Context: an optimization exercise on an open-source flow, tuned for small area, a short achievable clock period and few clock cycles per item. The choices shown serve that exercise and are no tape-out recipe. In this exercise RTL edits were held to simulation tests only and were not proved equivalent to the original. Power is estimated from default activity; no workload was simulated.

==> flow/design.v <==
module rhu_div #(
    parameter W = 33
) (
    input  wire         clk,
    input  wire         rst,
    input  wire         start,
    input  wire [W-1:0] num,
    input  wire [W-1:0] den,
    output reg          busy,
    output wire [W-1:0] quo
);
    reg [W-1:0] q;       
    reg [W-1:0] r;       
    reg [W-1:0] d;
    reg [6:0]   cnt;
    wire [W:0] r_sh  = {r, q[W-1]};
    wire       ge    = (r_sh >= {1'b0, d});
    wire [W:0] r_sub = r_sh - {1'b0, d};
    assign quo = q;
    always @(posedge clk) begin
        if (rst) begin
            busy <= 1'b0;
            cnt  <= 7'd0;
        end else if (start) begin
            busy <= 1'b1;
            cnt  <= W[6:0];
            q    <= num;
            r    <= {W{1'b0}};
            d    <= den;
        end else if (busy) begin
            if (!ge) begin
                r <= r_sh[W-1:0];
                q <= {q[W-2:0], 1'b0};
            end else begin
                r <= r_sub[W-1:0];
                q <= {q[W-2:0], 1'b1};
            end
            cnt <= cnt - 7'd1;
            if (cnt == 7'd1)
                busy <= 1'b0;
        end
    end
endmodule
module motor_ui_core (
    input  wire        clk,
    input  wire        rst,             
    input  wire        op_valid,
    input  wire [15:0] op_word,
    output wire        op_ready,
    output reg         done,
    output reg  [15:0] result,
    output reg         refused,
    output wire [3:0]  col_drive,
    output wire [13:0] duty_hb,
    output wire [13:0] duty_boost,
    output wire [13:0] duty_buck,
    output wire        pwm_out_en,
    output wire [31:0] rpm,
    output wire        running,
    output wire        vth,
    output wire [16:0] sp_volt,
    output wire [16:0] sp_speed,
    output wire [16:0] sp_max,
    output wire [1:0]  cur_row,
    output wire [2:0]  cur_col,
    output wire [19:0] dig_buf,         
    output wire        digit_entered
);
    localparam [11:0] THRESH_RAW  = 12'd1229;
    localparam [31:0] RPM_NUM     = 32'd6000000;    
    localparam [31:0] STALL_TICKS = 32'd1000;
    localparam [16:0] BATT_CV     = 17'd900;
    localparam [16:0] CEIL_CV     = 17'd2400;
    localparam [13:0] DUTY_FULL   = 14'd10000;
    localparam        DW          = 33;             
    localparam [3:0] OPC_SCAN  = 4'h1;
    localparam [3:0] OPC_SPEED = 4'h2;
    localparam [3:0] OPC_CTRL  = 4'h3;
    localparam [3:0] OPC_EDGE  = 4'h4;
    localparam [3:0] OPC_POP   = 4'h5;
    localparam [3:0] OPC_KEY   = 4'h6;
    localparam [3:0] OPC_RESET = 4'h7;
    localparam [2:0] S_IDLE    = 3'd0;
    localparam [2:0] S_SPD_DIV = 3'd1;    
    localparam [2:0] S_CT_V    = 3'd2;    
    localparam [2:0] S_CT_H    = 3'd3;    
    localparam [2:0] S_CT_END  = 3'd4;    
    reg [127:0] hist;          
    reg [1:0]  scan_col;
    reg [9:0]  qslot0, qslot1;
    reg        qin, qout;
    reg        sp_state;
    reg [31:0] elapsed;
    reg [31:0] rpm_r;
    reg [1:0]  cur_row_r;
    reg [2:0]  cur_col_r;
    reg [19:0] dig;            
    reg        dig_ent_r;
    reg [16:0] sp_volt_r, sp_speed_r, sp_max_r;
    reg        running_r, pwm_enabled, vth_r;
    reg [13:0] duty_hb_r, duty_boost_r, duty_buck_r;
    reg        pwm_out_en_r;
    reg [2:0]  state;
    reg        ct_vth;
    reg [13:0] ct_buck, ct_boost, ct_hb;
    reg        ct_vdiv;           
    assign col_drive     = 4'b0001 << scan_col;
    assign duty_hb       = duty_hb_r;
    assign duty_boost    = duty_boost_r;
    assign duty_buck     = duty_buck_r;
    assign pwm_out_en    = pwm_out_en_r;
    assign rpm           = rpm_r;
    assign running       = running_r;
    assign vth           = vth_r;
    assign sp_volt       = sp_volt_r;
    assign sp_speed      = sp_speed_r;
    assign sp_max        = sp_max_r;
    assign cur_row       = cur_row_r;
    assign cur_col       = cur_col_r;
    assign dig_buf       = dig;
    assign digit_entered = dig_ent_r;
    assign op_ready = (state == S_IDLE);
    wire accept = op_valid && op_ready;
    wire [3:0] opc = op_word[15:12];
    wire is_scan  = (opc == OPC_SCAN)  && (op_word[11:4] == 8'd0);
    wire is_speed = (opc == OPC_SPEED);
    wire is_ctrl  = (opc == OPC_CTRL)  && (op_word[11:0] == 12'd0);
    wire is_edge  = (opc == OPC_EDGE)  && (op_word[11:0] == 12'd0);
    wire is_pop   = (opc == OPC_POP)   && (op_word[11:0] == 12'd0);
    wire is_key   = (opc == OPC_KEY)   && (op_word[11:8] == 4'd0);
    wire is_reset = (opc == OPC_RESET) && (op_word[11:0] == 12'd0);
    wire is_legal = is_scan | is_speed | is_ctrl | is_edge | is_pop | is_key | is_reset;
    function [7:0] keymap;
        input [3:0] k;
        begin
            case (k)
                4'd0:  keymap = "1";
                4'd1:  keymap = "4";
                4'd2:  keymap = "7";
                4'd3:  keymap = "*";
                4'd4:  keymap = "2";
                4'd5:  keymap = "5";
                4'd6:  keymap = "8";
                4'd7:  keymap = "0";
                4'd8:  keymap = "3";
                4'd9:  keymap = "6";
                4'd10: keymap = "9";
                4'd11: keymap = "#";
                4'd12: keymap = "A";
                4'd13: keymap = "B";
                4'd14: keymap = "C";
                default: keymap = "D";
            endcase
        end
    endfunction
    reg [31:0] scan_h;         
    reg [9:0] scan_q0, scan_q1;
    reg       scan_qin;
    reg [7:0] h_new;
    reg [3:0] k_idx;
    integer   ri;
    always @* begin
        scan_q0  = qslot0;
        scan_q1  = qslot1;
        scan_qin = qin;
        for (ri = 0; ri < 4; ri = ri + 1) begin
            k_idx      = {scan_col, ri[1:0]};
            h_new      = {hist[8*k_idx +: 7], op_word[ri]};
            scan_h[8*ri +: 8] = h_new;
            if (h_new == 8'h01 || h_new == 8'hFE) begin
                if (scan_qin == 1'b0) begin
                    if (!scan_q0[9]) begin
                        scan_q0  = {1'b1, (h_new == 8'h01), keymap(k_idx)};
                        scan_qin = 1'b1;
                    end
                end else begin
                    if (!scan_q1[9]) begin
                        scan_q1  = {1'b1, (h_new == 8'h01), keymap(k_idx)};
                        scan_qin = 1'b0;
                    end
                end
            end
        end
    end
    wire [31:0] elapsed_inc = (elapsed == 32'hFFFF_FFFF) ? elapsed : elapsed + 32'd1;
    wire        above       = (op_word[11:0] >= THRESH_RAW);
    wire        rising      = !sp_state && above;
    wire [7:0] code      = op_word[7:0];
    wire       k_digit   = (code >= 8'h30) && (code <= 8'h39);
    wire [3:0] k_dval    = code[3:0];
    wire       k_up      = (code == 8'h41);
    wire       k_down    = (code == 8'h42);
    wire       k_left    = (code == 8'h43);
    wire       k_right   = (code == 8'h44);
    wire       k_commit  = (code == 8'h23);
    wire       k_star    = (code == 8'h2A);
    wire [16:0] commit_val = dig[3:0] * 17'd10000 + dig[7:4] * 17'd1000 + dig[11:8] * 17'd100
                           + dig[15:12] * 17'd10 + {13'd0, dig[19:16]};
    reg           div_start;
    reg  [DW-1:0] div_num, div_den;
    wire          div_busy;
    wire [DW-1:0] div_q;
    rhu_div #(.W(DW)) u_div (
        .clk   (clk),
        .rst   (rst),
        .start (div_start),
        .num   (div_num),
        .den   (div_den),
        .busy  (div_busy),
        .quo   (div_q)
    );
    wire        v_low   = (sp_volt_r <= BATT_CV);
    wire        v_mid   = !v_low && (sp_volt_r <= CEIL_CV);
    wire        v_high  = (sp_volt_r > CEIL_CV);
    wire        hb_zero = v_high || (sp_max_r == 17'd0);
    wire [DW-1:0] buck_num  = 20000 * sp_volt_r + BATT_CV;
    wire [DW-1:0] buck_den  = 2 * BATT_CV;
    wire [DW-1:0] boost_num = 20000 * (sp_volt_r - BATT_CV) + sp_volt_r;
    wire [DW-1:0] boost_den = 2 * sp_volt_r;
    wire [DW-1:0] hb_num    = 20000 * sp_speed_r + sp_max_r;
    wire [DW-1:0] hb_den    = 2 * sp_max_r;
    wire [DW-1:0] rpm_num   = 2 * RPM_NUM + elapsed_inc;
    wire [DW-1:0] rpm_den   = 2 * elapsed_inc;
    wire [13:0] hb_clamped = (div_q > DUTY_FULL) ? DUTY_FULL : div_q[13:0];
    always @* begin
        div_start = 1'b0;
        div_num   = rpm_num;
        div_den   = rpm_den;
        if (state == S_IDLE && accept) begin
            if (is_speed && rising) begin
                div_start = 1'b1;
            end else if (is_ctrl) begin
                if (v_low) begin
                    div_start = 1'b1;
                    div_num   = buck_num;
                    div_den   = buck_den;
                end else if (v_mid) begin
                    div_start = 1'b1;
                    div_num   = boost_num;
                    div_den   = boost_den;
                end else if (!hb_zero) begin
                    div_start = 1'b1;
                    div_num   = hb_num;
                    div_den   = hb_den;
                end
            end
        end else if (state == S_CT_V && !div_busy && !hb_zero) begin
            div_start = 1'b1;
            div_num   = hb_num;
            div_den   = hb_den;
        end
    end
    always @(posedge clk) begin
        if (rst || (accept && is_reset)) begin
            hist         <= 128'd0;
            scan_col     <= 2'd0;
            qslot0       <= 10'd0;
            qslot1       <= 10'd0;
            qin          <= 1'b0;
            qout         <= 1'b0;
            sp_state     <= 1'b0;
            elapsed      <= 32'd0;
            rpm_r        <= 32'd0;
            cur_row_r    <= 2'd0;
            cur_col_r    <= 3'd0;
            dig          <= 20'd0;
            dig_ent_r    <= 1'b0;
            sp_volt_r    <= 17'd0;
            sp_speed_r   <= 17'd0;
            sp_max_r     <= 17'd0;
            running_r    <= 1'b0;
            pwm_enabled  <= 1'b0;
            vth_r        <= 1'b0;
            duty_hb_r    <= 14'd0;
            duty_boost_r <= 14'd0;
            duty_buck_r  <= 14'd0;
            pwm_out_en_r <= 1'b0;
            state        <= S_IDLE;
            done         <= rst ? 1'b0 : 1'b1;
            result       <= 16'd0;
            refused      <= 1'b0;
        end else begin
            done    <= 1'b0;
            case (state)
            S_IDLE: if (accept) begin
                result  <= 16'd0;
                refused <= !is_legal;
                done    <= 1'b1;
                if (is_scan) begin
                    hist[32*scan_col +: 32] <= scan_h;
                    qslot0   <= scan_q0;
                    qslot1   <= scan_q1;
                    qin      <= scan_qin;
                    scan_col <= scan_col + 2'd1;
                end
                if (is_speed) begin
                    if (rising) begin
                        elapsed <= elapsed_inc;
                        done    <= 1'b0;
                        state   <= S_SPD_DIV;
                    end else begin
                        elapsed <= elapsed_inc;
                        if (sp_state && !above)
                            sp_state <= 1'b0;
                        if ((sp_state && above) == 1'b0 && elapsed_inc > STALL_TICKS)
                            rpm_r <= 32'd0;
                    end
                end
                if (is_ctrl) begin
                    done     <= 1'b0;
                    ct_vth   <= v_high;
                    ct_vdiv  <= v_low;
                    ct_buck  <= v_mid ? DUTY_FULL : 14'd0;
                    ct_boost <= 14'd0;
                    ct_hb    <= 14'd0;
                    if (v_low || v_mid)
                        state <= S_CT_V;
                    else if (!hb_zero)
                        state <= S_CT_H;
                    else
                        state <= S_CT_END;
                end
                if (is_edge)
                    toggle_latch();
                if (is_pop) begin
                    if (qout == 1'b0) begin
                        if (qslot0[9]) begin
                            result <= {6'd0, qslot0};
                            qslot0 <= 10'd0;
                            qout   <= 1'b1;
                        end
                    end else begin
                        if (qslot1[9]) begin
                            result <= {6'd0, qslot1};
                            qslot1 <= 10'd0;
                            qout   <= 1'b0;
                        end
                    end
                end
                if (is_key) begin
                    if (k_digit) begin
                        dig[4*cur_col_r +: 4] <= k_dval;
                        dig_ent_r      <= 1'b1;
                    end else if (k_up) begin
                        if (cur_row_r != 2'd0)
                            cur_row_r <= cur_row_r - 2'd1;
                    end else if (k_down) begin
                        if (cur_row_r != 2'd2)
                            cur_row_r <= cur_row_r + 2'd1;
                    end else if (k_left) begin
                        if (cur_col_r != 3'd0)
                            cur_col_r <= cur_col_r - 3'd1;
                    end else if (k_right) begin
                        if (cur_col_r != 3'd4)
                            cur_col_r <= cur_col_r + 3'd1;
                    end else if (k_commit) begin
                        case (cur_row_r)
                            2'd0:    sp_volt_r  <= commit_val;
                            2'd1:    sp_speed_r <= commit_val;
                            default: sp_max_r   <= commit_val;
                        endcase
                        dig       <= 20'd0;
                        cur_row_r <= (cur_row_r == 2'd2) ? 2'd0 : cur_row_r + 2'd1;
                        cur_col_r <= 3'd0;
                        dig_ent_r <= 1'b0;
                    end else if (k_star) begin
                        toggle_latch();
                    end
                end
            end
            S_SPD_DIV: if (!div_busy) begin
                rpm_r    <= div_q[31:0];
                elapsed  <= 32'd0;
                sp_state <= 1'b1;
                done     <= 1'b1;
                state    <= S_IDLE;
            end
            S_CT_V: if (!div_busy) begin
                if (ct_vdiv)
                    ct_buck  <= div_q[13:0];
                else
                    ct_boost <= div_q[13:0];
                state <= hb_zero ? S_CT_END : S_CT_H;
            end
            S_CT_H: if (!div_busy) begin
                ct_hb <= hb_clamped;
                state <= S_CT_END;
            end
            S_CT_END: begin
                vth_r <= ct_vth;
                if (pwm_enabled) begin
                    duty_hb_r    <= ct_hb;
                    duty_boost_r <= ct_boost;
                    duty_buck_r  <= ct_buck;
                    pwm_out_en_r <= 1'b1;
                end else begin
                    duty_hb_r    <= 14'd0;
                    duty_boost_r <= 14'd0;
                    duty_buck_r  <= 14'd0;
                    pwm_out_en_r <= 1'b0;
                end
                if (dig_ent_r) begin
                    if (cur_col_r != 3'd4)
                        cur_col_r <= cur_col_r + 3'd1;
                    dig_ent_r <= 1'b0;
                end
                done  <= 1'b1;
                state <= S_IDLE;
            end
            default: state <= S_IDLE;
            endcase
        end
    end
    task toggle_latch;
        begin
            if (running_r || pwm_enabled) begin
                running_r   <= 1'b0;
                pwm_enabled <= 1'b0;
            end else if (!vth_r) begin
                running_r   <= 1'b1;
                pwm_enabled <= 1'b1;
            end
        end
    endtask
endmodule
==> flow/run.sh <==
#!/bin/bash
# synth_recipe.tcl (not shown) runs the flow's synth.tcl, then flattens the netlist and writes it again
# the make line also repeats each setting of config.mk as NAME=value (left out here)
make -C /OpenROAD-flow-scripts/flow DESIGN_CONFIG=/design/flow/config.mk WORK_HOME=/design/flow/orfs CLKGATE_MAP_FILE= SYNTH_SCRIPT=/design/flow/synth_recipe.tcl finish
==> flow/config.mk <==
export PLATFORM = sky130hd
export DESIGN_NAME = motor_ui_core
export DESIGN_NICKNAME = motor_ui_core
export VERILOG_FILES = /design/flow/design.v
export SDC_FILE = /design/flow/constraint.sdc
export NUM_CORES = 4
export LEC_CHECK = 0
export CAP_MARGIN = 20
export CORE_MARGIN = 2
export CORE_UTILIZATION = 40
export SLEW_MARGIN = 20
==> flow/constraint.sdc <==
create_clock -name core_clock -period 10.0 [get_ports {clk}]
set_input_delay 2.0000 -clock core_clock [delete_from_list [all_inputs] [get_ports {clk}]]
set_output_delay 2.0000 -clock core_clock [all_outputs]
set_load 0.01 [all_outputs]
==> out/metrics.cfg <==
[floorplan]
io-pin-count=196
rows=114
dieWidth_um=316
dieHeight_um=316
die-area_um2=99500
floorplan.core_area_um2=96400
start_util_pct=40.3

[sta]
rsz0062_at_grt=no
clock_skew_ns=0.0277
fin_tns_setup_ns=0
tightest_slew_ns=1.18
finalCritPeriodShare_pct=84.2
drv_slew=0
period_minus_slack_ns=8.42
hold_viol=0
max-slew-margin-rel_pct=20.3
setup_viol=0
fmaxAchievable_ghz=0.119

[critical_path]
worst-path-max-fanout=12
path_class=register to register
rrSetupSlack_ns=1.58
rr_worst_depth=26
cp-start-kind=register
reg2reg_to=u_div.q[31]
r2r-start=sp_volt_r[4]
startpoint=sp_volt_r[4]
crit_path_end_kind=register
crit_arrival_ns=8.78
cp_data_required_time_ns=10.36

[clock_tree]
cts_resized=0
cts_buffers=55
cts.sinks=489
clk_pin_slew_ns=0.07
clk_path_buf_depth=3
cts-hold-fix-buffers=0
clock_latency_ns=0.62
cts_max_level=2
cts_root_buffer=clkbuf_16
cts_setup_buffers=0
cts_tree=done

[logic_synthesis]
synth_edf_count=142
syn_area_um2=38800
synth_cell_types=100
yosys_warnings=2
ys_seq_area_share_pct=28.9
ys_ff_latch=489
synthFlopType=dfxtp_1
syn_area_per_cell_um2=8.57
async_flop_share_pct=0
postSynthCellCount=4528

[route]
drt-wirelength-per-cell_um=20.9
vias=33500
vias_per_cell=5.63
drt-initial-drc-count=3195
drt-total-wl_um=125000
ant_nets=0
drc=0
dr.pass1.iters=6

[cells_and_area]
fin_cells=5949
drive_gt1_share_pct=4.92
n_fill_cell=9563
final_common_cell=inv_1
area_growth_pct=13.0
layout.cells.most_common_list=inv_1 (512), nor2_1 (462), ha_1 (388)
final_util_pct=45.5
nets=5184
fin_area_um2=43900

[grt]
grt_pass1_vias=32000
grt_pass1_wl_um=192000
antenna_found_initial=4
grt_max_degree=196
grt_overflow=0
grt.total_usage_pct=24.6

[power]
ir_drop_mv=0.139
power_density_nw_per_um2=104
p_leak_nw=18.5
finalPower_mw=4.56

[placement]
routabilityCongestion=0.980
place_area_um2=42000
numPortBuffers=189
hpwl_um=92600
place_inst=5847

[min_path]
hold_end=qslot0[7]
min_path_type=register to register
min_path_cells=2
timing.hold.worst.start=qslot0[7]

[outcome]
status=timing/DRC/antenna clean

[flow_run]
maxCapViolCount=0

==> synthesized netlist by cell type (15+ instances only) <==
cell type | n | area, um2
inv_1 | 512 | 1920
nand3_1 | 118 | 591
o211ai_1 | 22 | 165
and2_1 | 90 | 563
edfxtp_1 | 142 | 4260
o21ai_0 | 176 | 881
nand2_1 | 340 | 1280
o31ai_1 | 26 | 195
mux4_2 | 28 | 631
o22ai_1 | 28 | 175
fa_1 | 149 | 2980
xnor2_1 | 172 | 1510
nor2_1 | 465 | 1750
a211oi_1 | 28 | 210
xor2_1 | 84 | 736
nor3_1 | 83 | 415
a31oi_1 | 33 | 206
o21a_1 | 24 | 180
o21bai_1 | 16 | 120
nor2b_1 | 31 | 194
ha_1 | 388 | 4850
a21o_1 | 50 | 375
nor4_1 | 35 | 219
nand2b_1 | 36 | 225
a22oi_1 | 168 | 1260
nand4_1 | 42 | 263
and4_1 | 16 | 140
dfxtp_1 | 347 | 6950
a21oi_1 | 297 | 1490
or3_1 | 21 | 131
and3_1 | 31 | 194
or4_1 | 15 | 113
mux2i_1 | 78 | 781
clkbuf_1 | 175 | 657
==> how the worst max path moves through the flow <==
stage,to,slack [ns],depth (start not counted)
6_report,u_div.q[31],1.58,26
5_1_grt,u_div.q[31],0.75,26
4_1_cts,u_div.q[31],1.55,26
3_5_place_dp,u_div.q[31],1.56,26
3_3_place_gp,u_div.q[31],1.73,26
2_1_floorplan,u_div.q[0],2.19,11
==> sequential cells by signal, summed over array words and instances (netlist names), 17 cells and up <==
name and flops:
u_div.d 32, elapsed 32, sp_max_r 17, sp_volt_r 17, hist 112, u_div.q 33, dig 20, sp_speed_r 17
rpm_r 32, u_div.r 33
==> layer usage <==
metal	vias up	wire length, um	GRT usage (%)
li1	16000	-	-
met1	16100	55700	34.4
met4	6	4420	8.22
met5	-	34	0
met3	197	9110	3.83
met2	1172	55300	38.5
==> cells by family after synthesis <==
| group | Yosys count | share of synthesized area [%] |
|---|---|---|
| adder cells (fa/ha/maj) | 538 | 20.2 |
| XOR/XNOR | 257 | 5.82 |
| other | 1 | 0.00966 |
| AND/OR/NAND/NOR | 1392 | 17.2 |
| AO/OA/AOI/OAI | 1012 | 16.9 |
| multiplexers | 109 | 3.72 |
| buffers and inverters | 730 | 7.33 |
| flip-flops | 489 | 28.9 |
==> power breakdown <==
part | total (mW) | internal, mW | switching [mW]
sequential | 2.12 | 2.08 | 0.0329
clock | 2.09 | 1.22 | 0.862
combinational | 0.359 | 0.132 | 0.227
total | 4.56 | 3.44 | 1.12
==> final cells by class <==
cell class | count | area [um2] | area share [%]
sequential | 489 | 11200 | 25.6
timing repair buffer | 255 | 2400 | 5.47
clock inverter | 18 | 223 | 0.508
clock buffer | 83 | 1620 | 3.70
antenna | 1 | 2.50 | 0.00571
multi-input combinational | 3314 | 24900 | 56.7
inverter | 513 | 1930 | 4.39
tap | 1276 | 1600 | 3.64
==> worst max-delay path, stage by stage (launching register included) <==
cell,delay [ns]
dfxtp_1,0.69
inv_1,0.23
ha_1,0.24
a21boi_0,0.27
o21ai_0,0.21
a31oi_1,0.38
o21ai_0,0.25
nor2_1,0.59
inv_1,0.55
fa_1,0.66
inv_1,0.04
ha_1,0.30
fa_1,0.48
ha_1,0.28
inv_1,0.05
fa_1,0.49
inv_1,0.04
ha_1,0.36
a21oi_1,0.31
nor4b_1,0.41
a21oi_1,0.16
xnor2_1,0.18
nor4b_1,0.37
nand3_1,0.14
xor2_1,0.18
a22oi_1,0.19
a31oi_1,0.10
==> per-stage QoR <==
stage	setup WS, ns	hold WS (ns)
after floorplan	2.19	0.415
after global placement	1.73	0.426
after detailed placement	1.56	0.429
after CTS	1.55	0.438
after global routing	0.754	0.458
final	1.58	0.439
Testbench counts, summed over its fixed seeds: cycles 139,854, ops 24,000.

## static timing again, ports no longer ideal
How much do the figures lean on ideal ports? The routed layout below was timed once more, with nothing changed but the port constraints.
Step 1 sets driving cells, clkbuf_16 on the clock port and buf_2 on the other inputs (assumed; they add their load-dependent delay and slew).
Step 2 moves the port delays by t, midway between the first and last clock arrival at a register: inputs arrive t later, outputs are due t later. That takes back most of the time a late clock gives input paths.
Slacks: ideal ports / drivers / drivers and shift; pairs: ideal ports / drivers.
t (ns): 0.676
setup slack, ns: 1.582 / 1.582 / 1.582
latest minus earliest clock arrival (ns): 0.027 / 0.028
After both steps this run still meets setup and hold. The setup slack of this run moves by 0.000 ns with the drivers and by 0.000 ns with both steps.
